From an optimization exercise on the open Yosys and OpenROAD flow, aimed at a short achievable clock period and few clock cycles; shortcuts taken in it are not production practice. Function was checked by simulation only, so behaviour that the tests miss may differ from the original.

<file path="design/flow/flow/run.sh">
#!/bin/bash
# Standard layout (the standard.sh, which runs the standard synthesis
# script), with more slow cells kept out of synthesis and repair: three-input
# XORs, high-stack OR/NOR/AND-OR cells and the like. Registers are untouched
# (flip-flops are mapped before ABC and none of them is in the list).
set -euo pipefail
PL=$(cat flow/platform_dont_use.txt)
EXTRA=$(cat flow/extra_dont_use.txt)
bash standard.sh "DONT_USE_CELLS=$PL $EXTRA" finish > standard.log 2>&1
</file>
<file path="design/flow/flow/extra_dont_use.txt">
sky130_fd_sc_hd__a2111o_1 sky130_fd_sc_hd__a2111o_2 sky130_fd_sc_hd__a2111o_4 sky130_fd_sc_hd__a2111oi_0 sky130_fd_sc_hd__a2111oi_1 sky130_fd_sc_hd__a2111oi_2 sky130_fd_sc_hd__a2111oi_4 sky130_fd_sc_hd__a222oi_1 sky130_fd_sc_hd__a41o_1 sky130_fd_sc_hd__a41o_2 sky130_fd_sc_hd__a41o_4 sky130_fd_sc_hd__a41oi_1 sky130_fd_sc_hd__a41oi_2 sky130_fd_sc_hd__a41oi_4 sky130_fd_sc_hd__nor4_1 sky130_fd_sc_hd__nor4_2 sky130_fd_sc_hd__nor4_4 sky130_fd_sc_hd__nor4b_1 sky130_fd_sc_hd__nor4b_2 sky130_fd_sc_hd__nor4b_4 sky130_fd_sc_hd__nor4bb_1 sky130_fd_sc_hd__nor4bb_2 sky130_fd_sc_hd__nor4bb_4 sky130_fd_sc_hd__o2111a_1 sky130_fd_sc_hd__o2111a_2 sky130_fd_sc_hd__o2111a_4 sky130_fd_sc_hd__o2111ai_1 sky130_fd_sc_hd__o2111ai_2 sky130_fd_sc_hd__o2111ai_4 sky130_fd_sc_hd__o41a_1 sky130_fd_sc_hd__o41a_2 sky130_fd_sc_hd__o41a_4 sky130_fd_sc_hd__o41ai_1 sky130_fd_sc_hd__o41ai_2 sky130_fd_sc_hd__o41ai_4 sky130_fd_sc_hd__or3_1 sky130_fd_sc_hd__or3_2 sky130_fd_sc_hd__or3_4 sky130_fd_sc_hd__or3b_1 sky130_fd_sc_hd__or3b_2 sky130_fd_sc_hd__or3b_4 sky130_fd_sc_hd__or4_1 sky130_fd_sc_hd__or4_2 sky130_fd_sc_hd__or4_4 sky130_fd_sc_hd__or4b_1 sky130_fd_sc_hd__or4b_2 sky130_fd_sc_hd__or4b_4 sky130_fd_sc_hd__or4bb_1 sky130_fd_sc_hd__or4bb_2 sky130_fd_sc_hd__or4bb_4 sky130_fd_sc_hd__xnor3_1 sky130_fd_sc_hd__xnor3_2 sky130_fd_sc_hd__xnor3_4 sky130_fd_sc_hd__xor3_1 sky130_fd_sc_hd__xor3_2 sky130_fd_sc_hd__xor3_4  sky130_fd_sc_hd__a211oi_1 sky130_fd_sc_hd__a211oi_2 sky130_fd_sc_hd__a211oi_4 sky130_fd_sc_hd__a221o_1 sky130_fd_sc_hd__a221o_2 sky130_fd_sc_hd__a221o_4 sky130_fd_sc_hd__a221oi_1 sky130_fd_sc_hd__a221oi_2 sky130_fd_sc_hd__a221oi_4 sky130_fd_sc_hd__a311o_1 sky130_fd_sc_hd__a311o_2 sky130_fd_sc_hd__a311o_4 sky130_fd_sc_hd__a311oi_1 sky130_fd_sc_hd__a311oi_2 sky130_fd_sc_hd__a311oi_4 sky130_fd_sc_hd__a32o_1 sky130_fd_sc_hd__a32o_2 sky130_fd_sc_hd__a32o_4 sky130_fd_sc_hd__a32oi_1 sky130_fd_sc_hd__a32oi_2 sky130_fd_sc_hd__a32oi_4 sky130_fd_sc_hd__and4_1 sky130_fd_sc_hd__and4_2 sky130_fd_sc_hd__and4_4 sky130_fd_sc_hd__and4b_1 sky130_fd_sc_hd__and4b_2 sky130_fd_sc_hd__and4b_4 sky130_fd_sc_hd__and4bb_1 sky130_fd_sc_hd__and4bb_2 sky130_fd_sc_hd__and4bb_4 sky130_fd_sc_hd__mux4_1 sky130_fd_sc_hd__mux4_2 sky130_fd_sc_hd__mux4_4 sky130_fd_sc_hd__nand4_1 sky130_fd_sc_hd__nand4_2 sky130_fd_sc_hd__nand4_4 sky130_fd_sc_hd__nand4b_1 sky130_fd_sc_hd__nand4b_2 sky130_fd_sc_hd__nand4b_4 sky130_fd_sc_hd__nand4bb_1 sky130_fd_sc_hd__nand4bb_2 sky130_fd_sc_hd__nand4bb_4 sky130_fd_sc_hd__nor3_1 sky130_fd_sc_hd__nor3_2 sky130_fd_sc_hd__nor3_4 sky130_fd_sc_hd__nor3b_1 sky130_fd_sc_hd__nor3b_2 sky130_fd_sc_hd__nor3b_4 sky130_fd_sc_hd__o211ai_1 sky130_fd_sc_hd__o211ai_2 sky130_fd_sc_hd__o211ai_4 sky130_fd_sc_hd__o221a_1 sky130_fd_sc_hd__o221a_2 sky130_fd_sc_hd__o221a_4 sky130_fd_sc_hd__o221ai_1 sky130_fd_sc_hd__o221ai_2 sky130_fd_sc_hd__o221ai_4 sky130_fd_sc_hd__o311a_1 sky130_fd_sc_hd__o311a_2 sky130_fd_sc_hd__o311a_4 sky130_fd_sc_hd__o311ai_0 sky130_fd_sc_hd__o311ai_1 sky130_fd_sc_hd__o311ai_2 sky130_fd_sc_hd__o311ai_4 sky130_fd_sc_hd__o32a_1 sky130_fd_sc_hd__o32a_2 sky130_fd_sc_hd__o32a_4 sky130_fd_sc_hd__o32ai_1 sky130_fd_sc_hd__o32ai_2 sky130_fd_sc_hd__o32ai_4 
</file>
<file path="design/flow/flow/platform_dont_use.txt">
sky130_fd_sc_hd__lpflow_bleeder_1 sky130_fd_sc_hd__lpflow_clkbufkapwr_1 sky130_fd_sc_hd__lpflow_clkbufkapwr_16 sky130_fd_sc_hd__lpflow_clkbufkapwr_2 sky130_fd_sc_hd__lpflow_clkbufkapwr_4 sky130_fd_sc_hd__lpflow_clkbufkapwr_8 sky130_fd_sc_hd__lpflow_clkinvkapwr_1 sky130_fd_sc_hd__lpflow_clkinvkapwr_16 sky130_fd_sc_hd__lpflow_clkinvkapwr_2 sky130_fd_sc_hd__lpflow_clkinvkapwr_4 sky130_fd_sc_hd__lpflow_clkinvkapwr_8 sky130_fd_sc_hd__lpflow_decapkapwr_12 sky130_fd_sc_hd__lpflow_decapkapwr_3 sky130_fd_sc_hd__lpflow_decapkapwr_4 sky130_fd_sc_hd__lpflow_decapkapwr_6 sky130_fd_sc_hd__lpflow_decapkapwr_8 sky130_fd_sc_hd__lpflow_inputiso0n_1 sky130_fd_sc_hd__lpflow_inputiso0p_1 sky130_fd_sc_hd__lpflow_inputiso1n_1 sky130_fd_sc_hd__lpflow_inputiso1p_1 sky130_fd_sc_hd__lpflow_inputisolatch_1 sky130_fd_sc_hd__lpflow_isobufsrc_1 sky130_fd_sc_hd__lpflow_isobufsrc_16 sky130_fd_sc_hd__lpflow_isobufsrc_2 sky130_fd_sc_hd__lpflow_isobufsrc_4 sky130_fd_sc_hd__lpflow_isobufsrc_8 sky130_fd_sc_hd__lpflow_isobufsrckapwr_16 sky130_fd_sc_hd__lpflow_lsbuf_lh_hl_isowell_tap_1 sky130_fd_sc_hd__lpflow_lsbuf_lh_hl_isowell_tap_2 sky130_fd_sc_hd__lpflow_lsbuf_lh_hl_isowell_tap_4 sky130_fd_sc_hd__lpflow_lsbuf_lh_isowell_4 sky130_fd_sc_hd__lpflow_lsbuf_lh_isowell_tap_1 sky130_fd_sc_hd__lpflow_lsbuf_lh_isowell_tap_2 sky130_fd_sc_hd__lpflow_lsbuf_lh_isowell_tap_4 sky130_fd_sc_hd__probe_p_8 sky130_fd_sc_hd__probec_p_8 
</file>
<file path="design/flow/standard.sh">
#!/bin/bash
# synth_recipe.tcl (not shown) runs the flow's synth.tcl, then flattens the netlist and writes it again
# the make line also repeats each setting of config.mk as NAME=value (left out here)
make -C /OpenROAD-flow-scripts/flow DESIGN_CONFIG=/design/flow/config.mk WORK_HOME=/design/flow/orfs CLKGATE_MAP_FILE= SYNTH_SCRIPT=/design/flow/synth_recipe.tcl "${@:-finish}"
</file>
<file path="design/flow/config.mk">
export PLATFORM = sky130hd
export DESIGN_NAME = crc32_engine
export DESIGN_NICKNAME = crc32_engine
export VERILOG_FILES = /design/flow/design.v
export SDC_FILE = /design/flow/constraint.sdc
export NUM_CORES = 4
export LEC_CHECK = 0
export ABC_CLOCK_PERIOD_IN_PS = 1000
export CAP_MARGIN = 20
export CORE_MARGIN = 2
export CORE_UTILIZATION = 40
export CTS_CLUSTER_DIAMETER = 120
export CTS_CLUSTER_SIZE = 25
export SETUP_SLACK_MARGIN = 5.0
export SLEW_MARGIN = 20
export TNS_END_PERCENT = 100
</file>
<file path="design/flow/constraint.sdc">
create_clock -name core_clock -period 6.0 [get_ports {clk}]
set_input_delay 1.2000 -clock core_clock [delete_from_list [all_inputs] [get_ports {clk}]]
set_output_delay 1.2000 -clock core_clock [all_outputs]
set_load 0.01 [all_outputs]
</file>
<file path="design/flow/design.v">
module crc32_rom (
    input  wire [7:0]  idx,
    output wire [31:0] data
);
    assign data[0] = idx[2];
    assign data[1] = idx[0] ^ idx[3];
    assign data[2] = idx[0] ^ idx[1] ^ idx[4];
    assign data[3] = idx[1] ^ idx[2] ^ idx[5];
    assign data[4] = idx[0] ^ idx[2] ^ idx[3] ^ idx[6];
    assign data[5] = idx[1] ^ idx[3] ^ idx[4] ^ idx[7];
    assign data[6] = idx[4] ^ idx[5];
    assign data[7] = idx[0] ^ idx[5] ^ idx[6];
    assign data[8] = idx[1] ^ idx[6] ^ idx[7];
    assign data[9] = idx[7];
    assign data[10] = idx[2];
    assign data[11] = idx[3];
    assign data[12] = idx[0] ^ idx[4];
    assign data[13] = idx[0] ^ idx[1] ^ idx[5];
    assign data[14] = idx[1] ^ idx[2] ^ idx[6];
    assign data[15] = idx[2] ^ idx[3] ^ idx[7];
    assign data[16] = idx[0] ^ idx[2] ^ idx[3] ^ idx[4];
    assign data[17] = idx[0] ^ idx[1] ^ idx[3] ^ idx[4] ^ idx[5];
    assign data[18] = idx[0] ^ idx[1] ^ idx[2] ^ idx[4] ^ idx[5] ^ idx[6];
    assign data[19] = idx[1] ^ idx[2] ^ idx[3] ^ idx[5] ^ idx[6] ^ idx[7];
    assign data[20] = idx[3] ^ idx[4] ^ idx[6] ^ idx[7];
    assign data[21] = idx[2] ^ idx[4] ^ idx[5] ^ idx[7];
    assign data[22] = idx[2] ^ idx[3] ^ idx[5] ^ idx[6];
    assign data[23] = idx[3] ^ idx[4] ^ idx[6] ^ idx[7];
    assign data[24] = idx[0] ^ idx[2] ^ idx[4] ^ idx[5] ^ idx[7];
    assign data[25] = idx[0] ^ idx[1] ^ idx[2] ^ idx[3] ^ idx[5] ^ idx[6];
    assign data[26] = idx[0] ^ idx[1] ^ idx[2] ^ idx[3] ^ idx[4] ^ idx[6] ^ idx[7];
    assign data[27] = idx[1] ^ idx[3] ^ idx[4] ^ idx[5] ^ idx[7];
    assign data[28] = idx[0] ^ idx[4] ^ idx[5] ^ idx[6];
    assign data[29] = idx[0] ^ idx[1] ^ idx[5] ^ idx[6] ^ idx[7];
    assign data[30] = idx[0] ^ idx[1] ^ idx[6] ^ idx[7];
    assign data[31] = idx[1] ^ idx[7];
endmodule
module crc32_engine (
    input  wire        clk,
    input  wire        rst,
    input  wire        cmd_valid,
    output wire        cmd_ready,
    input  wire [7:0]  cmd,
    input  wire [31:0] din,
    output wire [31:0] dout,
    output wire        err
);
    localparam [31:0] X_INIT = 32'h9226F562;
    reg [31:0] x_q;       
    reg [31:0] y_q;       
    reg [31:0] w_q;       
    reg [31:0] s_sv_q;    
    reg [31:0] d_sv_q;    
    reg [2:0]  fold_q;    
    reg        rst_q;     
    reg        keep_q;    
    reg        sres_q;    
    reg        dres_q;    
    reg [31:0] dout_q;    
    reg        err_q;     
    reg        ready_q;   
    reg        rt_q;      
    reg [7:0]  idx_q;     
    wire zhi     = ~cmd[7] & ~cmd[3] & ~cmd[2];
    wire zlo     = ~cmd[1] & ~cmd[0];
    wire full    = cmd[1] & cmd[0];
    wire op_upd  = zhi & ~cmd[6] &  cmd[5] &  cmd[4];
    wire op_init = zhi & ~cmd[6] & ~cmd[5] &  cmd[4] & zlo;
    wire op_load = zhi & ~cmd[6] &  cmd[5] & ~cmd[4] & zlo;
    wire op_rds  = zhi &  cmd[6] & ~cmd[5] & ~cmd[4] & zlo;
    wire op_fin  = zhi &  cmd[6] & ~cmd[5] &  cmd[4] & zlo;
    wire op_rdt  = zhi &  cmd[6] &  cmd[5] & ~cmd[4] & zlo;
    wire op_nop  = zhi & ~cmd[6] & ~cmd[5] & ~cmd[4] & zlo;
    wire op_short = op_upd & ~full;
    wire fast    = (op_upd & full) | op_init | op_load | op_rds | op_fin | op_nop;
    wire legal   = fast | op_short | op_rdt;
    wire acc     = cmd_valid & ready_q;
    wire c_upd   =  cmd[5] &  cmd[4];               
    wire c_load  =  cmd[5] & ~cmd[4];               
    wire c_init  = ~cmd[6] & ~cmd[5] &  cmd[4];     
    wire c_rds   =  cmd[6] & ~cmd[5] & ~cmd[4];     
    wire c_fin   =  cmd[6] & ~cmd[5] &  cmd[4];     
    wire upd     = acc & c_upd;
    wire x_set   = (acc & c_init) | rst_q;
    wire y_load  = acc & c_load;
    wire xy_keep = keep_q & ~(acc & (cmd[5] | c_init));
    wire go      = acc & ~rst;
    wire d_keep  = ~rst & ~rt_q & ~dres_q & ~(acc & cmd[6] & ~cmd[5]);
    wire [31:0] t4, c1, c2, c3;
    assign t4[0] = x_q[0] ^ x_q[1] ^ x_q[2] ^ x_q[3] ^ x_q[4] ^ x_q[6] ^ x_q[7] ^ x_q[8] ^ x_q[16] ^ x_q[20] ^ x_q[22] ^ x_q[23] ^ x_q[26];
    assign t4[1] = x_q[1] ^ x_q[2] ^ x_q[3] ^ x_q[4] ^ x_q[5] ^ x_q[7] ^ x_q[8] ^ x_q[9] ^ x_q[17] ^ x_q[21] ^ x_q[23] ^ x_q[24] ^ x_q[27];
    assign t4[2] = x_q[0] ^ x_q[2] ^ x_q[3] ^ x_q[4] ^ x_q[5] ^ x_q[6] ^ x_q[8] ^ x_q[9] ^ x_q[10] ^ x_q[18] ^ x_q[22] ^ x_q[24] ^ x_q[25] ^ x_q[28];
    assign t4[3] = x_q[1] ^ x_q[3] ^ x_q[4] ^ x_q[5] ^ x_q[6] ^ x_q[7] ^ x_q[9] ^ x_q[10] ^ x_q[11] ^ x_q[19] ^ x_q[23] ^ x_q[25] ^ x_q[26] ^ x_q[29];
    assign t4[4] = x_q[2] ^ x_q[4] ^ x_q[5] ^ x_q[6] ^ x_q[7] ^ x_q[8] ^ x_q[10] ^ x_q[11] ^ x_q[12] ^ x_q[20] ^ x_q[24] ^ x_q[26] ^ x_q[27] ^ x_q[30];
    assign t4[5] = x_q[0] ^ x_q[3] ^ x_q[5] ^ x_q[6] ^ x_q[7] ^ x_q[8] ^ x_q[9] ^ x_q[11] ^ x_q[12] ^ x_q[13] ^ x_q[21] ^ x_q[25] ^ x_q[27] ^ x_q[28] ^ x_q[31];
    assign t4[6] = x_q[0] ^ x_q[2] ^ x_q[3] ^ x_q[9] ^ x_q[10] ^ x_q[12] ^ x_q[13] ^ x_q[14] ^ x_q[16] ^ x_q[20] ^ x_q[23] ^ x_q[28] ^ x_q[29];
    assign t4[7] = x_q[1] ^ x_q[3] ^ x_q[4] ^ x_q[10] ^ x_q[11] ^ x_q[13] ^ x_q[14] ^ x_q[15] ^ x_q[17] ^ x_q[21] ^ x_q[24] ^ x_q[29] ^ x_q[30];
    assign t4[8] = x_q[0] ^ x_q[2] ^ x_q[4] ^ x_q[5] ^ x_q[11] ^ x_q[12] ^ x_q[14] ^ x_q[15] ^ x_q[16] ^ x_q[18] ^ x_q[22] ^ x_q[25] ^ x_q[30] ^ x_q[31];
    assign t4[9] = x_q[0] ^ x_q[2] ^ x_q[4] ^ x_q[5] ^ x_q[7] ^ x_q[8] ^ x_q[12] ^ x_q[13] ^ x_q[15] ^ x_q[17] ^ x_q[19] ^ x_q[20] ^ x_q[22] ^ x_q[31];
    assign t4[10] = x_q[0] ^ x_q[2] ^ x_q[4] ^ x_q[5] ^ x_q[7] ^ x_q[9] ^ x_q[13] ^ x_q[14] ^ x_q[18] ^ x_q[21] ^ x_q[22] ^ x_q[26];
    assign t4[11] = x_q[1] ^ x_q[3] ^ x_q[5] ^ x_q[6] ^ x_q[8] ^ x_q[10] ^ x_q[14] ^ x_q[15] ^ x_q[19] ^ x_q[22] ^ x_q[23] ^ x_q[27];
    assign t4[12] = x_q[2] ^ x_q[4] ^ x_q[6] ^ x_q[7] ^ x_q[9] ^ x_q[11] ^ x_q[15] ^ x_q[16] ^ x_q[20] ^ x_q[23] ^ x_q[24] ^ x_q[28];
    assign t4[13] = x_q[0] ^ x_q[3] ^ x_q[5] ^ x_q[7] ^ x_q[8] ^ x_q[10] ^ x_q[12] ^ x_q[16] ^ x_q[17] ^ x_q[21] ^ x_q[24] ^ x_q[25] ^ x_q[29];
    assign t4[14] = x_q[0] ^ x_q[1] ^ x_q[4] ^ x_q[6] ^ x_q[8] ^ x_q[9] ^ x_q[11] ^ x_q[13] ^ x_q[17] ^ x_q[18] ^ x_q[22] ^ x_q[25] ^ x_q[26] ^ x_q[30];
    assign t4[15] = x_q[1] ^ x_q[2] ^ x_q[5] ^ x_q[7] ^ x_q[9] ^ x_q[10] ^ x_q[12] ^ x_q[14] ^ x_q[18] ^ x_q[19] ^ x_q[23] ^ x_q[26] ^ x_q[27] ^ x_q[31];
    assign t4[16] = x_q[1] ^ x_q[4] ^ x_q[7] ^ x_q[10] ^ x_q[11] ^ x_q[13] ^ x_q[15] ^ x_q[16] ^ x_q[19] ^ x_q[22] ^ x_q[23] ^ x_q[24] ^ x_q[26] ^ x_q[27] ^ x_q[28];
    assign t4[17] = x_q[2] ^ x_q[5] ^ x_q[8] ^ x_q[11] ^ x_q[12] ^ x_q[14] ^ x_q[16] ^ x_q[17] ^ x_q[20] ^ x_q[23] ^ x_q[24] ^ x_q[25] ^ x_q[27] ^ x_q[28] ^ x_q[29];
    assign t4[18] = x_q[0] ^ x_q[3] ^ x_q[6] ^ x_q[9] ^ x_q[12] ^ x_q[13] ^ x_q[15] ^ x_q[17] ^ x_q[18] ^ x_q[21] ^ x_q[24] ^ x_q[25] ^ x_q[26] ^ x_q[28] ^ x_q[29] ^ x_q[30];
    assign t4[19] = x_q[0] ^ x_q[1] ^ x_q[4] ^ x_q[7] ^ x_q[10] ^ x_q[13] ^ x_q[14] ^ x_q[16] ^ x_q[18] ^ x_q[19] ^ x_q[22] ^ x_q[25] ^ x_q[26] ^ x_q[27] ^ x_q[29] ^ x_q[30] ^ x_q[31];
    assign t4[20] = x_q[0] ^ x_q[3] ^ x_q[4] ^ x_q[5] ^ x_q[6] ^ x_q[7] ^ x_q[11] ^ x_q[14] ^ x_q[15] ^ x_q[16] ^ x_q[17] ^ x_q[19] ^ x_q[22] ^ x_q[27] ^ x_q[28] ^ x_q[30] ^ x_q[31];
    assign t4[21] = x_q[0] ^ x_q[2] ^ x_q[3] ^ x_q[5] ^ x_q[12] ^ x_q[15] ^ x_q[17] ^ x_q[18] ^ x_q[22] ^ x_q[26] ^ x_q[28] ^ x_q[29] ^ x_q[31];
    assign t4[22] = x_q[2] ^ x_q[7] ^ x_q[8] ^ x_q[13] ^ x_q[18] ^ x_q[19] ^ x_q[20] ^ x_q[22] ^ x_q[26] ^ x_q[27] ^ x_q[29] ^ x_q[30];
    assign t4[23] = x_q[0] ^ x_q[3] ^ x_q[8] ^ x_q[9] ^ x_q[14] ^ x_q[19] ^ x_q[20] ^ x_q[21] ^ x_q[23] ^ x_q[27] ^ x_q[28] ^ x_q[30] ^ x_q[31];
    assign t4[24] = x_q[2] ^ x_q[3] ^ x_q[6] ^ x_q[7] ^ x_q[8] ^ x_q[9] ^ x_q[10] ^ x_q[15] ^ x_q[16] ^ x_q[21] ^ x_q[23] ^ x_q[24] ^ x_q[26] ^ x_q[28] ^ x_q[29] ^ x_q[31];
    assign t4[25] = x_q[1] ^ x_q[2] ^ x_q[6] ^ x_q[9] ^ x_q[10] ^ x_q[11] ^ x_q[17] ^ x_q[20] ^ x_q[23] ^ x_q[24] ^ x_q[25] ^ x_q[26] ^ x_q[27] ^ x_q[29] ^ x_q[30];
    assign t4[26] = x_q[2] ^ x_q[3] ^ x_q[7] ^ x_q[10] ^ x_q[11] ^ x_q[12] ^ x_q[18] ^ x_q[21] ^ x_q[24] ^ x_q[25] ^ x_q[26] ^ x_q[27] ^ x_q[28] ^ x_q[30] ^ x_q[31];
    assign t4[27] = x_q[0] ^ x_q[1] ^ x_q[2] ^ x_q[6] ^ x_q[7] ^ x_q[11] ^ x_q[12] ^ x_q[13] ^ x_q[16] ^ x_q[19] ^ x_q[20] ^ x_q[23] ^ x_q[25] ^ x_q[27] ^ x_q[28] ^ x_q[29] ^ x_q[31];
    assign t4[28] = x_q[0] ^ x_q[4] ^ x_q[6] ^ x_q[12] ^ x_q[13] ^ x_q[14] ^ x_q[16] ^ x_q[17] ^ x_q[21] ^ x_q[22] ^ x_q[23] ^ x_q[24] ^ x_q[28] ^ x_q[29] ^ x_q[30];
    assign t4[29] = x_q[0] ^ x_q[1] ^ x_q[5] ^ x_q[7] ^ x_q[13] ^ x_q[14] ^ x_q[15] ^ x_q[17] ^ x_q[18] ^ x_q[22] ^ x_q[23] ^ x_q[24] ^ x_q[25] ^ x_q[29] ^ x_q[30] ^ x_q[31];
    assign t4[30] = x_q[3] ^ x_q[4] ^ x_q[7] ^ x_q[14] ^ x_q[15] ^ x_q[18] ^ x_q[19] ^ x_q[20] ^ x_q[22] ^ x_q[24] ^ x_q[25] ^ x_q[30] ^ x_q[31];
    assign t4[31] = x_q[0] ^ x_q[1] ^ x_q[2] ^ x_q[3] ^ x_q[5] ^ x_q[6] ^ x_q[7] ^ x_q[15] ^ x_q[19] ^ x_q[21] ^ x_q[22] ^ x_q[25] ^ x_q[31];
    assign c1[0] = w_q[2] ^ w_q[8];
    assign c1[1] = w_q[0] ^ w_q[3] ^ w_q[9];
    assign c1[2] = w_q[0] ^ w_q[1] ^ w_q[4] ^ w_q[10];
    assign c1[3] = w_q[1] ^ w_q[2] ^ w_q[5] ^ w_q[11];
    assign c1[4] = w_q[0] ^ w_q[2] ^ w_q[3] ^ w_q[6] ^ w_q[12];
    assign c1[5] = w_q[1] ^ w_q[3] ^ w_q[4] ^ w_q[7] ^ w_q[13];
    assign c1[6] = w_q[4] ^ w_q[5] ^ w_q[14];
    assign c1[7] = w_q[0] ^ w_q[5] ^ w_q[6] ^ w_q[15];
    assign c1[8] = w_q[1] ^ w_q[6] ^ w_q[7] ^ w_q[16];
    assign c1[9] = w_q[7] ^ w_q[17];
    assign c1[10] = w_q[2] ^ w_q[18];
    assign c1[11] = w_q[3] ^ w_q[19];
    assign c1[12] = w_q[0] ^ w_q[4] ^ w_q[20];
    assign c1[13] = w_q[0] ^ w_q[1] ^ w_q[5] ^ w_q[21];
    assign c1[14] = w_q[1] ^ w_q[2] ^ w_q[6] ^ w_q[22];
    assign c1[15] = w_q[2] ^ w_q[3] ^ w_q[7] ^ w_q[23];
    assign c1[16] = w_q[0] ^ w_q[2] ^ w_q[3] ^ w_q[4] ^ w_q[24];
    assign c1[17] = w_q[0] ^ w_q[1] ^ w_q[3] ^ w_q[4] ^ w_q[5] ^ w_q[25];
    assign c1[18] = w_q[0] ^ w_q[1] ^ w_q[2] ^ w_q[4] ^ w_q[5] ^ w_q[6] ^ w_q[26];
    assign c1[19] = w_q[1] ^ w_q[2] ^ w_q[3] ^ w_q[5] ^ w_q[6] ^ w_q[7] ^ w_q[27];
    assign c1[20] = w_q[3] ^ w_q[4] ^ w_q[6] ^ w_q[7] ^ w_q[28];
    assign c1[21] = w_q[2] ^ w_q[4] ^ w_q[5] ^ w_q[7] ^ w_q[29];
    assign c1[22] = w_q[2] ^ w_q[3] ^ w_q[5] ^ w_q[6] ^ w_q[30];
    assign c1[23] = w_q[3] ^ w_q[4] ^ w_q[6] ^ w_q[7] ^ w_q[31];
    assign c1[24] = w_q[0] ^ w_q[2] ^ w_q[4] ^ w_q[5] ^ w_q[7];
    assign c1[25] = w_q[0] ^ w_q[1] ^ w_q[2] ^ w_q[3] ^ w_q[5] ^ w_q[6];
    assign c1[26] = w_q[0] ^ w_q[1] ^ w_q[2] ^ w_q[3] ^ w_q[4] ^ w_q[6] ^ w_q[7];
    assign c1[27] = w_q[1] ^ w_q[3] ^ w_q[4] ^ w_q[5] ^ w_q[7];
    assign c1[28] = w_q[0] ^ w_q[4] ^ w_q[5] ^ w_q[6];
    assign c1[29] = w_q[0] ^ w_q[1] ^ w_q[5] ^ w_q[6] ^ w_q[7];
    assign c1[30] = w_q[0] ^ w_q[1] ^ w_q[6] ^ w_q[7];
    assign c1[31] = w_q[1] ^ w_q[7];
    assign c2[0] = w_q[0] ^ w_q[4] ^ w_q[6] ^ w_q[7] ^ w_q[10] ^ w_q[16];
    assign c2[1] = w_q[1] ^ w_q[5] ^ w_q[7] ^ w_q[8] ^ w_q[11] ^ w_q[17];
    assign c2[2] = w_q[2] ^ w_q[6] ^ w_q[8] ^ w_q[9] ^ w_q[12] ^ w_q[18];
    assign c2[3] = w_q[3] ^ w_q[7] ^ w_q[9] ^ w_q[10] ^ w_q[13] ^ w_q[19];
    assign c2[4] = w_q[4] ^ w_q[8] ^ w_q[10] ^ w_q[11] ^ w_q[14] ^ w_q[20];
    assign c2[5] = w_q[5] ^ w_q[9] ^ w_q[11] ^ w_q[12] ^ w_q[15] ^ w_q[21];
    assign c2[6] = w_q[0] ^ w_q[4] ^ w_q[7] ^ w_q[12] ^ w_q[13] ^ w_q[22];
    assign c2[7] = w_q[1] ^ w_q[5] ^ w_q[8] ^ w_q[13] ^ w_q[14] ^ w_q[23];
    assign c2[8] = w_q[0] ^ w_q[2] ^ w_q[6] ^ w_q[9] ^ w_q[14] ^ w_q[15] ^ w_q[24];
    assign c2[9] = w_q[1] ^ w_q[3] ^ w_q[4] ^ w_q[6] ^ w_q[15] ^ w_q[25];
    assign c2[10] = w_q[2] ^ w_q[5] ^ w_q[6] ^ w_q[10] ^ w_q[26];
    assign c2[11] = w_q[3] ^ w_q[6] ^ w_q[7] ^ w_q[11] ^ w_q[27];
    assign c2[12] = w_q[0] ^ w_q[4] ^ w_q[7] ^ w_q[8] ^ w_q[12] ^ w_q[28];
    assign c2[13] = w_q[0] ^ w_q[1] ^ w_q[5] ^ w_q[8] ^ w_q[9] ^ w_q[13] ^ w_q[29];
    assign c2[14] = w_q[1] ^ w_q[2] ^ w_q[6] ^ w_q[9] ^ w_q[10] ^ w_q[14] ^ w_q[30];
    assign c2[15] = w_q[2] ^ w_q[3] ^ w_q[7] ^ w_q[10] ^ w_q[11] ^ w_q[15] ^ w_q[31];
    assign c2[16] = w_q[0] ^ w_q[3] ^ w_q[6] ^ w_q[7] ^ w_q[8] ^ w_q[10] ^ w_q[11] ^ w_q[12];
    assign c2[17] = w_q[0] ^ w_q[1] ^ w_q[4] ^ w_q[7] ^ w_q[8] ^ w_q[9] ^ w_q[11] ^ w_q[12] ^ w_q[13];
    assign c2[18] = w_q[1] ^ w_q[2] ^ w_q[5] ^ w_q[8] ^ w_q[9] ^ w_q[10] ^ w_q[12] ^ w_q[13] ^ w_q[14];
    assign c2[19] = w_q[0] ^ w_q[2] ^ w_q[3] ^ w_q[6] ^ w_q[9] ^ w_q[10] ^ w_q[11] ^ w_q[13] ^ w_q[14] ^ w_q[15];
    assign c2[20] = w_q[0] ^ w_q[1] ^ w_q[3] ^ w_q[6] ^ w_q[11] ^ w_q[12] ^ w_q[14] ^ w_q[15];
    assign c2[21] = w_q[1] ^ w_q[2] ^ w_q[6] ^ w_q[10] ^ w_q[12] ^ w_q[13] ^ w_q[15];
    assign c2[22] = w_q[2] ^ w_q[3] ^ w_q[4] ^ w_q[6] ^ w_q[10] ^ w_q[11] ^ w_q[13] ^ w_q[14];
    assign c2[23] = w_q[3] ^ w_q[4] ^ w_q[5] ^ w_q[7] ^ w_q[11] ^ w_q[12] ^ w_q[14] ^ w_q[15];
    assign c2[24] = w_q[0] ^ w_q[5] ^ w_q[7] ^ w_q[8] ^ w_q[10] ^ w_q[12] ^ w_q[13] ^ w_q[15];
    assign c2[25] = w_q[1] ^ w_q[4] ^ w_q[7] ^ w_q[8] ^ w_q[9] ^ w_q[10] ^ w_q[11] ^ w_q[13] ^ w_q[14];
    assign c2[26] = w_q[2] ^ w_q[5] ^ w_q[8] ^ w_q[9] ^ w_q[10] ^ w_q[11] ^ w_q[12] ^ w_q[14] ^ w_q[15];
    assign c2[27] = w_q[0] ^ w_q[3] ^ w_q[4] ^ w_q[7] ^ w_q[9] ^ w_q[11] ^ w_q[12] ^ w_q[13] ^ w_q[15];
    assign c2[28] = w_q[0] ^ w_q[1] ^ w_q[5] ^ w_q[6] ^ w_q[7] ^ w_q[8] ^ w_q[12] ^ w_q[13] ^ w_q[14];
    assign c2[29] = w_q[1] ^ w_q[2] ^ w_q[6] ^ w_q[7] ^ w_q[8] ^ w_q[9] ^ w_q[13] ^ w_q[14] ^ w_q[15];
    assign c2[30] = w_q[2] ^ w_q[3] ^ w_q[4] ^ w_q[6] ^ w_q[8] ^ w_q[9] ^ w_q[14] ^ w_q[15];
    assign c2[31] = w_q[3] ^ w_q[5] ^ w_q[6] ^ w_q[9] ^ w_q[15];
    assign c3[0] = w_q[0] ^ w_q[8] ^ w_q[12] ^ w_q[14] ^ w_q[15] ^ w_q[18] ^ w_q[24];
    assign c3[1] = w_q[0] ^ w_q[1] ^ w_q[9] ^ w_q[13] ^ w_q[15] ^ w_q[16] ^ w_q[19] ^ w_q[25];
    assign c3[2] = w_q[0] ^ w_q[1] ^ w_q[2] ^ w_q[10] ^ w_q[14] ^ w_q[16] ^ w_q[17] ^ w_q[20] ^ w_q[26];
    assign c3[3] = w_q[1] ^ w_q[2] ^ w_q[3] ^ w_q[11] ^ w_q[15] ^ w_q[17] ^ w_q[18] ^ w_q[21] ^ w_q[27];
    assign c3[4] = w_q[0] ^ w_q[2] ^ w_q[3] ^ w_q[4] ^ w_q[12] ^ w_q[16] ^ w_q[18] ^ w_q[19] ^ w_q[22] ^ w_q[28];
    assign c3[5] = w_q[0] ^ w_q[1] ^ w_q[3] ^ w_q[4] ^ w_q[5] ^ w_q[13] ^ w_q[17] ^ w_q[19] ^ w_q[20] ^ w_q[23] ^ w_q[29];
    assign c3[6] = w_q[1] ^ w_q[2] ^ w_q[4] ^ w_q[5] ^ w_q[6] ^ w_q[8] ^ w_q[12] ^ w_q[15] ^ w_q[20] ^ w_q[21] ^ w_q[30];
    assign c3[7] = w_q[2] ^ w_q[3] ^ w_q[5] ^ w_q[6] ^ w_q[7] ^ w_q[9] ^ w_q[13] ^ w_q[16] ^ w_q[21] ^ w_q[22] ^ w_q[31];
    assign c3[8] = w_q[3] ^ w_q[4] ^ w_q[6] ^ w_q[7] ^ w_q[8] ^ w_q[10] ^ w_q[14] ^ w_q[17] ^ w_q[22] ^ w_q[23];
    assign c3[9] = w_q[0] ^ w_q[4] ^ w_q[5] ^ w_q[7] ^ w_q[9] ^ w_q[11] ^ w_q[12] ^ w_q[14] ^ w_q[23];
    assign c3[10] = w_q[1] ^ w_q[5] ^ w_q[6] ^ w_q[10] ^ w_q[13] ^ w_q[14] ^ w_q[18];
    assign c3[11] = w_q[0] ^ w_q[2] ^ w_q[6] ^ w_q[7] ^ w_q[11] ^ w_q[14] ^ w_q[15] ^ w_q[19];
    assign c3[12] = w_q[1] ^ w_q[3] ^ w_q[7] ^ w_q[8] ^ w_q[12] ^ w_q[15] ^ w_q[16] ^ w_q[20];
    assign c3[13] = w_q[0] ^ w_q[2] ^ w_q[4] ^ w_q[8] ^ w_q[9] ^ w_q[13] ^ w_q[16] ^ w_q[17] ^ w_q[21];
    assign c3[14] = w_q[0] ^ w_q[1] ^ w_q[3] ^ w_q[5] ^ w_q[9] ^ w_q[10] ^ w_q[14] ^ w_q[17] ^ w_q[18] ^ w_q[22];
    assign c3[15] = w_q[1] ^ w_q[2] ^ w_q[4] ^ w_q[6] ^ w_q[10] ^ w_q[11] ^ w_q[15] ^ w_q[18] ^ w_q[19] ^ w_q[23];
    assign c3[16] = w_q[2] ^ w_q[3] ^ w_q[5] ^ w_q[7] ^ w_q[8] ^ w_q[11] ^ w_q[14] ^ w_q[15] ^ w_q[16] ^ w_q[18] ^ w_q[19] ^ w_q[20];
    assign c3[17] = w_q[0] ^ w_q[3] ^ w_q[4] ^ w_q[6] ^ w_q[8] ^ w_q[9] ^ w_q[12] ^ w_q[15] ^ w_q[16] ^ w_q[17] ^ w_q[19] ^ w_q[20] ^ w_q[21];
    assign c3[18] = w_q[1] ^ w_q[4] ^ w_q[5] ^ w_q[7] ^ w_q[9] ^ w_q[10] ^ w_q[13] ^ w_q[16] ^ w_q[17] ^ w_q[18] ^ w_q[20] ^ w_q[21] ^ w_q[22];
    assign c3[19] = w_q[2] ^ w_q[5] ^ w_q[6] ^ w_q[8] ^ w_q[10] ^ w_q[11] ^ w_q[14] ^ w_q[17] ^ w_q[18] ^ w_q[19] ^ w_q[21] ^ w_q[22] ^ w_q[23];
    assign c3[20] = w_q[3] ^ w_q[6] ^ w_q[7] ^ w_q[8] ^ w_q[9] ^ w_q[11] ^ w_q[14] ^ w_q[19] ^ w_q[20] ^ w_q[22] ^ w_q[23];
    assign c3[21] = w_q[4] ^ w_q[7] ^ w_q[9] ^ w_q[10] ^ w_q[14] ^ w_q[18] ^ w_q[20] ^ w_q[21] ^ w_q[23];
    assign c3[22] = w_q[0] ^ w_q[5] ^ w_q[10] ^ w_q[11] ^ w_q[12] ^ w_q[14] ^ w_q[18] ^ w_q[19] ^ w_q[21] ^ w_q[22];
    assign c3[23] = w_q[0] ^ w_q[1] ^ w_q[6] ^ w_q[11] ^ w_q[12] ^ w_q[13] ^ w_q[15] ^ w_q[19] ^ w_q[20] ^ w_q[22] ^ w_q[23];
    assign c3[24] = w_q[0] ^ w_q[1] ^ w_q[2] ^ w_q[7] ^ w_q[8] ^ w_q[13] ^ w_q[15] ^ w_q[16] ^ w_q[18] ^ w_q[20] ^ w_q[21] ^ w_q[23];
    assign c3[25] = w_q[1] ^ w_q[2] ^ w_q[3] ^ w_q[9] ^ w_q[12] ^ w_q[15] ^ w_q[16] ^ w_q[17] ^ w_q[18] ^ w_q[19] ^ w_q[21] ^ w_q[22];
    assign c3[26] = w_q[2] ^ w_q[3] ^ w_q[4] ^ w_q[10] ^ w_q[13] ^ w_q[16] ^ w_q[17] ^ w_q[18] ^ w_q[19] ^ w_q[20] ^ w_q[22] ^ w_q[23];
    assign c3[27] = w_q[3] ^ w_q[4] ^ w_q[5] ^ w_q[8] ^ w_q[11] ^ w_q[12] ^ w_q[15] ^ w_q[17] ^ w_q[19] ^ w_q[20] ^ w_q[21] ^ w_q[23];
    assign c3[28] = w_q[4] ^ w_q[5] ^ w_q[6] ^ w_q[8] ^ w_q[9] ^ w_q[13] ^ w_q[14] ^ w_q[15] ^ w_q[16] ^ w_q[20] ^ w_q[21] ^ w_q[22];
    assign c3[29] = w_q[5] ^ w_q[6] ^ w_q[7] ^ w_q[9] ^ w_q[10] ^ w_q[14] ^ w_q[15] ^ w_q[16] ^ w_q[17] ^ w_q[21] ^ w_q[22] ^ w_q[23];
    assign c3[30] = w_q[6] ^ w_q[7] ^ w_q[10] ^ w_q[11] ^ w_q[12] ^ w_q[14] ^ w_q[16] ^ w_q[17] ^ w_q[22] ^ w_q[23];
    assign c3[31] = w_q[7] ^ w_q[11] ^ w_q[13] ^ w_q[14] ^ w_q[17] ^ w_q[23];
    wire [31:0] s_cur = t4 ^ y_q;
    wire [31:0] dmask = din & {{8{cmd[1] & cmd[0]}}, {8{cmd[1]}},
                               {8{cmd[1] | cmd[0]}}, 8'hFF};
    wire [31:0] s_in  = t4 ^ (y_q ^ dmask);
    wire [31:0] t_rd;
    crc32_rom u_rom (.idx(idx_q), .data(t_rd));
    always @(posedge clk) begin
        idx_q   <= din[7:0];
        w_q     <= s_in;
        s_sv_q  <= s_cur;
        d_sv_q  <= dout_q;
        rst_q   <= rst;
        keep_q  <= ~rst & ~(acc & ~fast);
        sres_q  <= go & ~(fast | op_short);
        dres_q  <= go & ~legal;
        fold_q  <= {3{go & op_short}} &
                   {cmd[1:0] == 2'd2, cmd[1:0] == 2'd1, cmd[1:0] == 2'd0};
        x_q     <= ({32{upd}} & s_in) | ({32{x_set}} & X_INIT) | ({32{xy_keep}} & x_q);
        y_q     <= ({32{y_load}} & din) | ({32{fold_q[0]}} & c1) | ({32{fold_q[1]}} & c2) |
                   ({32{fold_q[2]}} & c3) | ({32{sres_q}} & s_sv_q) | ({32{xy_keep}} & y_q);
        dout_q  <= {32{~rst}} & (({32{acc & c_rds}} & s_cur) | ({32{acc & c_fin}} & ~s_cur) |
                   ({32{rt_q}} & t_rd) | ({32{dres_q}} & d_sv_q) | ({32{d_keep}} & dout_q));
        err_q   <= ~rst & (err_q | (go & ~legal));
        ready_q <= ~rst & ~(go & ~fast);
        rt_q    <= go & op_rdt;
    end
    assign cmd_ready = ready_q;
    assign dout      = dout_q;
    assign err       = err_q;
endmodule
</file>
==> impl_metrics.env, run 1 <==
export IMPL_outcome="finished clean"
export IMPL_ioPinCount=77
export IMPL_rsz0062_at_grt="yes"
export IMPL_die_area_um2=35800
export IMPL_routed_via_count=12774
export IMPL_hp_class="register to register"
export IMPL_ys_flop_type="dfxtp_1"
export IMPL_synthCells=1422
export IMPL_drive_above_1_share=0.541
export IMPL_wirelength_mm=66.4
export IMPL_synth_area_leader_cell="xnor2_1"
export IMPL_clock_latency_ns=0.51
export IMPL_slowest_stage="xnor2_2"
export IMPL_cts_sinks=210
export IMPL_synth_fp_nets=1465
export IMPL_reg2reg_slack_ns=3.55
export IMPL_path_cells="xnor2_2 -> xnor2_4 -> xor2_4 -> xnor2_4 -> xnor2_4 -> nor2_1 -> a211o_1"
export IMPL_cp_arrival_ns=2.86
export IMPL_worstHoldEndpoint="d_sv_q[15]"
export IMPL_path_common_cell="xnor2_4"
export IMPL_rr_startpoint="x_q[16]"
export IMPL_tritoncts="done"
export IMPL_synthArstFlopShare=0
export IMPL_cap_violations=0
export IMPL_grt_max_degree=33
export IMPL_whs_path_depth=0
export IMPL_viasPerCell=5.80
export IMPL_die_x_um=189
export IMPL_drt_first_pass_iters=6
export IMPL_fin_setup_tns_ns=0
export IMPL_fin_ws_ns=3.55
export IMPL_synth_most_common_cell="xnor2_1"
export IMPL_h_tree_depth=1
export IMPL_synth_edff_count=0
export IMPL_synth_cell_types=37
export IMPL_cp_max_fo=5
export IMPL_grt_pass1_wl_mm=85.5
export IMPL_worstMarginPinSlew_ns=0.817
export IMPL_rr_worst_depth=7
export IMPL_drc=0
export IMPL_cp_buffers_inverters=0
export IMPL_fmax_mhz=408
export IMPL_worst_path_largest_cell_delay_ns=0.49
export IMPL_critPathLaunchType="register"
export IMPL_layout_nets=1797
export IMPL_worst_setup_path_type="register to register"
export IMPL_relSlewSlack=0.452
export IMPL_drtIter0Drc=1405
export IMPL_synth_cell_area_um2=13700
export IMPL_grtUsageTotal=0.330
export IMPL_dp_hpwl_mm=37.1
export IMPL_worstHoldStart="dout_q[15]"
export IMPL_core_area_um2=33700
export IMPL_critPathRequiredTime_ns=6.41
export IMPL_crit_family="XOR/XNOR gates"
export IMPL_grt_pass1_vias=12310
export IMPL_finalCritPeriodShare=0.408
export IMPL_timing_hold_violations_final=0
export IMPL_min_period_ns=2.45
export IMPL_clock_root_buffer="clkbuf_16"
export IMPL_place_congestion=0.950
export IMPL_cts_buffers=12
export IMPL_end_kind="register"
export IMPL_wl_per_cell_um=30.1
export IMPL_antenna_found_initial=2
export IMPL_timing_rr_end="dout_q[20]"
export IMPL_syn_to_final_growth_pct=68.1
export IMPL_clock_path_buffers=3
export IMPL_synth_common_cells="492 x xnor2_1, 210 x dfxtp_1, 116 x xor2_1"
export IMPL_port_buffers=76
export IMPL_setup_violations=0
export IMPL_clk_pin_slew_worst_paths_ns=0.12
export IMPL_fillers=2209
export IMPL_fp_dieH_um=189
export IMPL_overflow=0
export IMPL_maxSlewViolCount=0
export IMPL_ys_ff_latch=210
export IMPL_dp_slack_ns=2.18
export IMPL_drtAntennaViolNets=0
export IMPL_synth_top_cells_by_area="xnor2_1 31%, dfxtp_1 31%, xor2_1 7.4%, xnor2_2 4.7%, a22o_1 3.1%"
export IMPL_ys_warn_count=1
export IMPL_yosysSeqAreaShare=0.306
export IMPL_synth_top_area_share=0.314
export IMPL_skew_ns=0.0296
export IMPL_start_util=0.407
export IMPL_std_cell_rows=67
export IMPL_synth_avg_cell_area_um2=9.66
[how the worst max path moves through the flow]
stage                   start          to  slack [ns]  depth (start not counted)
floorplan           cmd_valid     y_q[22]        3.59                          9
global placement       cmd[4]      y_q[5]        2.21                          8
detailed placement     cmd[4]      y_q[5]        2.18                          8
CTS                   ready_q   cmd_ready        3.81                          1
global route          x_q[16]  dout_q[20]        3.59                          7
finish                x_q[16]  dout_q[20]        3.55                          7
[cells in the final DEF, fill, tap and decap left out, types with 39 or more instances in the layout]
cell,n
nand2_1,58
dfxtp_4,51
a21oi_1,49
o21ai_1,41
dfxtp_2,39
xor2_1,77
buf_12,62
xnor2_1,282
buf_4,164
xnor2_4,118
xnor2_2,143
a22o_1,46
dfxtp_1,120
buf_6,144
[repair_timing]
action | 4_1_cts | 5_1_grt
pin swaps | 192 | 134
hold buffers | 0 | 0
setup buffers | 246 | 77
endpoints found under the setup margin | 212 | 204
cloned | 18 | 2
gates resized for setup | 745 | 169
[state kept, by name, summed over array words and instances (netlist names)]
signal / cells
dres_q: 1
x_q: 32
err_q: 1
dout_q: 32
rst_q: 1
w_q: 32
sres_q: 1
ready_q: 1
s_sv_q: 32
y_q: 32
rt_q: 1
idx_q: 8
keep_q: 1
fold_q: 3
d_sv_q: 32
[metal layers]
metal  share of wire  wire [µm]  GRT usage  vias to the layer above
met1            0.35      23500      0.407                     6221
met3            0.11       7120     0.0651                      350
met5         0.00020         13          0                        -
li1                -          -          -                     5279
met4           0.089       5900      0.190                        2
met2            0.45      29900      0.538                      922
[cell families after synthesis]
family                 count (synthesis)  synth area share
AO/OA/AOI/OAI                        255             0.122
XOR/XNOR                             664             0.464
buffers and inverters                128            0.0484
flip-flops                           210             0.306
multiplexers                          16            0.0117
AND/OR/NAND/NOR                      149            0.0475
[through the flow]
| step | instance area [µm²] | utilization | std cells | hold WS, ns |
|---|---|---|---|---|
| 2_1_floorplan | 14900 | - | 1422 | 0.375 |
| 3_3_place_gp | 15400 | 0.457 | 1845 | 0.344 |
| 3_5_place_dp | 15400 | 0.457 | 1845 | 0.349 |
| 4_1_cts | 21200 | 0.630 | 2124 | 0.383 |
| 5_1_grt | 23100 | 0.685 | 2204 | 0.390 |
| 6_report | 23100 | 0.685 | 2204 | 0.381 |
[area by class of cell]
type	instances	area, µm²	share of cell area
Sequential cell	210	4440	0.193
Inverter	13	61.3	0.00266
Tap cell	448	561	0.0243
Clock inverter	2	17.5	0.000759
Timing Repair Buffer	425	4850	0.210
Antenna cell	1	2.50	0.000108
Clock buffer	13	325	0.0141
Multi-Input combinational cell	1092	12800	0.555
Testbench counts, summed over its fixed seeds: cycles 6,042.
==> run 2: changes to the inputs <==
--- a/design/flow/config.mk
+++ b/design/flow/config.mk
@@ -6,10 +6,8 @@
 export NUM_CORES = 4
 export LEC_CHECK = 0
-export ABC_CLOCK_PERIOD_IN_PS = 1000
+export ABC_CLOCK_PERIOD_IN_PS = 1500
 export CAP_MARGIN = 20
 export CORE_MARGIN = 2
 export CORE_UTILIZATION = 40
-export CTS_CLUSTER_DIAMETER = 120
-export CTS_CLUSTER_SIZE = 25
 export SETUP_SLACK_MARGIN = 5.0
 export SLEW_MARGIN = 20
==> run 2 against run 1 <==
- still clean
- synthesized cell count unchanged
- core utilization decreased by 2.6 points
- sequential share of layout area increased by 0.71 points
- non-clock buffer count decreased by 67
- global-route usage decreased by 1.6 points
- first-iteration DRC count decreased by 7.7%
- worst hold slack got worse by 0.0018 ns
- via count decreased by 4.6%
==> impl_metrics.env, run 2 <==
export IMPL_path_cells="buf_12 -> xor2_4 -> xnor2_4 -> buf_12 -> xnor2_4 -> xnor2_2 -> xnor2_2 -> buf_6 -> xnor2_4 -> a22o_1"
export IMPL_timing_hold_violations_final=0
export IMPL_layout_nets=1740
export IMPL_ys_warn_count=1
export IMPL_synthArstFlopShare=0
export IMPL_end_kind="register"
export IMPL_crit_family="XOR/XNOR gates"
export IMPL_die_x_um=189
export IMPL_outcome="finished clean"
export IMPL_ys_ff_latch=210
export IMPL_antenna_found_initial=1
export IMPL_final_common_cell="xnor2_1"
export IMPL_overflow=0
export IMPL_cp_max_fo=4
export IMPL_synthCells=1422
export IMPL_grtUsageTotal=0.314
export IMPL_cap_violations=0
export IMPL_final_area_um2=22200
export IMPL_synth_common_cells="492 x xnor2_1, 210 x dfxtp_1, 116 x xor2_1"
export IMPL_fin_setup_tns_ns=0
export IMPL_drive_above_1_share=0.506
export IMPL_synth_cell_area_um2=13700
export IMPL_cts_buffers=24
export IMPL_tritoncts="done"
export IMPL_routed_via_count=12187
export IMPL_synth_top_area_share=0.314
export IMPL_synth_most_common_cell="xnor2_1"
export IMPL_grt_pass1_wl_mm=81.9
export IMPL_synth_top_cells_by_area="xnor2_1 31%, dfxtp_1 31%, xor2_1 7.4%, xnor2_2 4.7%, a22o_1 3.1%"
export IMPL_clock_root_buffer="clkbuf_16"
export IMPL_n_antenna_cell=0
export IMPL_cp_buffers_inverters=3
export IMPL_synth_area_leader_cell="xnor2_1"
export IMPL_clock_latency_ns=0.55
export IMPL_syn_to_final_growth_pct=61.6
export IMPL_start_util=0.407
export IMPL_drc=0
export IMPL_fin_ws_ns=3.76
export IMPL_place_congestion=0.950
export IMPL_die_area_um2=35800
export IMPL_cts_hold_buf=0
export IMPL_layout_common_cells="307 x xnor2_1, 138 x buf_4, 135 x xnor2_2"
export IMPL_fp_dieH_um=189
export IMPL_port_buffers=76
export IMPL_ys_flop_type="dfxtp_1"
export IMPL_maxSlewViolCount=0
export IMPL_finalCritPeriodShare=0.374
export IMPL_dp_hpwl_mm=37.1
export IMPL_h_tree_depth=1
export IMPL_wl_per_cell_um=28.0
export IMPL_worst_setup_path_type="register to register"
export IMPL_clk_pin_slew_worst_paths_ns=0.06
export IMPL_ioPinCount=77
export IMPL_viasPerCell=5.64
export IMPL_clock_path_buffers=3
export IMPL_drtIter0Drc=1297
export IMPL_worstMarginPinSlew_ns=0.860
export IMPL_slowest_stage="dfxtp_4"
export IMPL_synth_fp_nets=1465
export IMPL_place_area_um2=15400
export IMPL_std_cell_rows=67
export IMPL_relSlewSlack=0.422
export IMPL_worst_path_largest_cell_delay_ns=0.36
export IMPL_yosysSeqAreaShare=0.306
export IMPL_synth_cell_types=37
export IMPL_fmax_mhz=446
export IMPL_cp_arrival_ns=2.67
export IMPL_synth_avg_cell_area_um2=9.66
export IMPL_dp_slack_ns=2.18
export IMPL_wirelength_mm=60.5
export IMPL_core_area_um2=33700
export IMPL_drtAntennaViolNets=0
export IMPL_rsz0062_at_grt="yes"
export IMPL_min_period_ns=2.24
export IMPL_critPathRequiredTime_ns=6.43
export IMPL_synth_edff_count=0
export IMPL_cts_sinks=210
export IMPL_setup_violations=0
export IMPL_skew_ns=0.0242
export IMPL_grt_pass1_vias=11936
export IMPL_drt_first_pass_iters=7
export IMPL_grt_max_degree=33
export IMPL_path_common_cell="xnor2_4"
export IMPL_hp_class="register to register"
export IMPL_critPathLaunchType="register"
-- run 2: cell counts after synthesis --
Identical to the previous run, type by type.
-- run 2: what timing repair did --
action	in CTS	in global routing
setup endpoints to repair	212	204
setup buffers	189	71
cloned	13	1
pin swaps	168	146
gates resized for setup	672	140
-- run 2: per-stage QoR --
stage          utilization  hold slack [ns]  instances
6_report             0.658            0.379       2161
5_1_grt              0.658            0.388       2161
4_1_cts              0.612            0.377       2089
3_5_place_dp         0.457            0.349       1845
3_3_place_gp         0.457            0.344       1845
2_1_floorplan            -            0.375       1422
-- run 2: routing by layer --
metal,GRT usage,up-vias,part of all wire
li1,-,5181,-
met1,0.402,5923,0.37
met2,0.512,807,0.46
met3,0.0491,274,0.089
met4,0.162,2,0.079
met5,0,-,0.00013
-- run 2: layout make-up --
cell class | instances | area [µm²]
inverter | 13 | 61.3
timing repair buffer | 358 | 4060
sequential | 210 | 4430
clock buffer | 30 | 653
tap | 448 | 561
fill | 2387 | 11500
clock inverter | 12 | 131
multi-input combinational | 1090 | 12300
-- run 2: path summary, 6_finish.rpt --
path                                 start    endpoint  slack (ns)  cells past startpoint
worst max-delay path                x_q[3]     x_q[30]        3.76                     10
worst min-delay path            dout_q[15]  d_sv_q[15]        0.38                      0
worst max register to register      x_q[3]     x_q[30]        3.76                     10
worst min register to register  dout_q[15]  d_sv_q[15]        0.38                      0
-- run 2: logic make-up (layout without fill, tap and decap cells) --
kind of cell	after synthesis	after routing	synth area share
compound gates	255	256	0.122
xor+xnor	664	664	0.464
buf+inv	128	413	0.0484
flops	210	210	0.306
mux	16	16	0.0117
simple gates	149	154	0.0475
-- run 2: worst register-to-register path, cell delays in order, from the launching register on --
cell and delay [ns]:
dfxtp_4 0.36, buf_12 0.15, xor2_4 0.21, xnor2_4 0.16, buf_12 0.15, xnor2_4 0.15
xnor2_2 0.31, xnor2_2 0.17, buf_6 0.17, xnor2_4 0.09, a22o_1 0.19
==> run 3: changes to the inputs <==
--- a/design/flow/config.mk
+++ b/design/flow/config.mk
@@ -6,6 +6,8 @@
 export NUM_CORES = 4
 export LEC_CHECK = 0
-export ABC_CLOCK_PERIOD_IN_PS = 1500
+export ABC_CLOCK_PERIOD_IN_PS = 1000
 export CAP_MARGIN = 20
+export CELL_PAD_IN_SITES_DETAIL_PLACEMENT = 0
+export CELL_PAD_IN_SITES_GLOBAL_PLACEMENT = 1
 export CORE_MARGIN = 2
 export CORE_UTILIZATION = 40
==> run 3 against run 2 <==
- critical path depth stayed put
- routed wire length is 1.5% higher
- die area stayed put
- cell count is 1.2% higher
- non-clock buffer count is 26 higher
- clock skew is 0.0077 ns lower
- setup slack worse by 0.069 ns
- largest cell class unchanged
- highest routed layer is now met4
- first-iteration DRC count is 26% lower
- final area is 3.1% higher
- via count is 5.0% lower
==> impl_metrics.env, run 3 <==
export IMPL_yosysSeqAreaShare=0.306
export IMPL_clock_root_buffer="clkbuf_16"
export IMPL_die_x_um=189
export IMPL_antenna_found_initial=0
export IMPL_rsz0062_at_grt="yes"
export IMPL_synth_edff_count=0
export IMPL_die_area_um2=35800
export IMPL_timing_hold_violations_final=0
export IMPL_drtIter0Drc=962
export IMPL_skew_ns=0.0165
export IMPL_ys_flop_type="dfxtp_1"
export IMPL_clock_path_buffers=3
export IMPL_worst_path_largest_cell_delay_ns=0.25
export IMPL_grtUsageTotal=0.335
export IMPL_grt_pass1_wl_mm=85.2
export IMPL_end_kind="register"
export IMPL_rr_startpoint="x_q[0]"
export IMPL_synth_area_leader_cell="xnor2_1"
export IMPL_synthArstFlopShare=0
export IMPL_h_tree_depth=1
export IMPL_worst_setup_path_type="input port to register"
export IMPL_layout_common_cells="297 x xnor2_1, 145 x buf_4, 137 x xnor2_2"
export IMPL_setup_violations=0
export IMPL_synth_avg_cell_area_um2=9.66
export IMPL_drtAntennaViolNets=0
export IMPL_cts_buffers=25
export IMPL_worstHoldStart="dout_q[30]"
export IMPL_relSlewSlack=0.473
export IMPL_cp_arrival_ns=2.72
export IMPL_critPathLaunchType="input port"
export IMPL_worstMarginPinSlew_ns=0.785
export IMPL_n_antenna_cell=0
export IMPL_cp_buffers_inverters=3
export IMPL_cts_sinks=210
export IMPL_placed_cells=1851
export IMPL_routed_via_count=11582
export IMPL_drt_first_pass_iters=5
export IMPL_whs_path_depth=0
export IMPL_whs_ns=0.382
export IMPL_cap_violations=0
export IMPL_dp_hpwl_mm=39.3
export IMPL_multi_input_area_um2=12600
export IMPL_place_congestion=0.929
export IMPL_layout_nets=1766
export IMPL_synth_fp_nets=1465
export IMPL_worstHoldEndpoint="d_sv_q[30]"
export IMPL_syn_to_final_growth_pct=66.6
export IMPL_fillers=2444
export IMPL_ys_warn_count=1
export IMPL_drive_above_1_share=0.520
export IMPL_timing_rr_end="x_q[19]"
export IMPL_wl_per_cell_um=28.1
export IMPL_grt_pass1_vias=11788
export IMPL_wirelength_mm=61.4
export IMPL_maxSlewViolCount=0
export IMPL_rr_worst_depth=11
export IMPL_reg2reg_slack_ns=3.77
export IMPL_crit_family="compound AO/OA/AOI/OAI gates"
export IMPL_synth_cell_area_um2=13700
export IMPL_cp_max_fo=7
export IMPL_tritoncts="done"
export IMPL_min_period_ns=2.31
export IMPL_grt_max_degree=34
export IMPL_port_buffers=76
export IMPL_path_cells="buf_8 -> and2_4 -> and3b_2 -> buf_12 -> buf_12 -> a22o_1 -> a21oi_1 -> o21ai_1 -> a21oi_1 -> o21ai_1"
export IMPL_synth_top_area_share=0.314
export IMPL_fin_setup_tns_ns=0
export IMPL_synth_cell_types=37
export IMPL_clock_latency_ns=0.55
export IMPL_synth_top_cells_by_area="xnor2_1 31%, dfxtp_1 31%, xor2_1 7.4%, xnor2_2 4.7%, a22o_1 3.1%"
export IMPL_outcome="finished clean"
export IMPL_slowest_stage="and3b_2"
export IMPL_ys_ff_latch=210
export IMPL_fmax_mhz=432
export IMPL_core_area_um2=33700
export IMPL_finalNonFillerCells=2187
export IMPL_synth_common_cells="492 x xnor2_1, 210 x dfxtp_1, 116 x xor2_1"
export IMPL_clk_pin_slew_worst_paths_ns=0.06
export IMPL_seq_area_um2=4430
export IMPL_final_common_cell="xnor2_1"
export IMPL_drc=0
export IMPL_std_cell_rows=67
export IMPL_viasPerCell=5.30
export IMPL_synth_most_common_cell="xnor2_1"
export IMPL_fp_dieH_um=189
export IMPL_ioPinCount=77
export IMPL_finalCritPeriodShare=0.385
export IMPL_synthCells=1422
export IMPL_overflow=0
export IMPL_critPathRequiredTime_ns=6.40
export IMPL_start_util=0.407
export IMPL_hp_class="register to register"
run 3: cell counts after synthesis:
No cell type changed its count.
run 3: through the flow:
step                      setup WS (ns)   util  instance area [µm²]
after floorplan                    3.59      -                14900
after global placement             2.43  0.459                15500
after detailed placement           2.31  0.459                15500
after CTS                          3.77  0.644                21700
after global routing               3.66  0.679                22900
final                              3.69  0.679                22900
run 3: metal layers:
layer	track usage	routed length [µm]	vias to the layer above
li1	-	-	5239
met1	0.423	24600	5765
met2	0.578	30100	443
met3	0.0399	3500	135
met4	0.145	3230	0
met5	0	0	-
run 3: final cells by class:
cell class / count / share of cell area
Sequential cell: 210 / 0.193
Clock inverter: 4 / 0.00279
Inverter: 13 / 0.00268
Clock buffer: 39 / 0.0318
Tap cell: 448 / 0.0245
Multi-Input combinational cell: 1089 / 0.551
Timing Repair Buffer: 384 / 0.194
run 3: worst register-to-register path, stage by stage, from the launching register on:
cell     delay (ns)
dfxtp_4        0.38
buf_12         0.15
xnor2_4        0.23
xnor2_2        0.12
xnor2_2        0.16
buf_6          0.15
xor2_4         0.19
xnor2_2        0.16
buf_6          0.14
buf_12         0.12
xnor2_4        0.13
a22o_1         0.20
run 3: cell families after synthesis:
logic type / Yosys count / synth area share
AO/OA/AOI/OAI: 255 / 0.122
XOR/XNOR: 664 / 0.464
buffers and inverters: 128 / 0.0484
flip-flops: 210 / 0.306
multiplexers: 16 / 0.0117
AND/OR/NAND/NOR: 149 / 0.0475
run 3: what timing repair did:
action,in CTS,in global routing
setup endpoints to repair,212,204
gates resized for setup,758,106
pin swaps,215,134
setup buffers,230,48
gates cloned,14,1
hold buffers,0,0
run 3: worst max path at each step:
stage                     from          to  slack [ns]  cells after the start
floorplan            cmd_valid     y_q[22]        3.59                      9
global route         cmd_valid     y_q[22]        3.66                     10
detailed placement      cmd[5]  dout_q[18]        2.31                      7
global placement        cmd[5]  dout_q[18]        2.43                      7
CTS                 dout_q[20]    dout[20]        3.77                      1
finish               cmd_valid      y_q[5]        3.69                     10

separate check: timing with driven ports:
How much do the figures lean on ideal ports? The routed layouts below were timed once more, with nothing changed but the port constraints.
Step 1 assumes that a clkbuf_16 drives the clock port and a buf_2 every other input.
Step 2 times the ports against the registers' clock, not the clock port: input delays grow and output delays shrink by t, the midpoint of the rising clock arrivals with the driver on.
Three values: no drivers, after step 1, after step 2; two values: the first two.
run	t, ns	slack for setup (ns)	worst register clock-pin slew, ns
run 1	0.552	3.549 / 3.549 / 3.189	0.12 / 0.12
run 2	0.581	3.756 / 3.734 / 3.195	0.07 / 0.07
run 3	0.597	3.687 / 3.704 / 3.107	0.07 / 0.07
After both steps setup and hold are still met in every run listed. The setup slack of run 3, which loses most, moves by +0.017 ns with the drivers and by -0.580 ns with both steps.
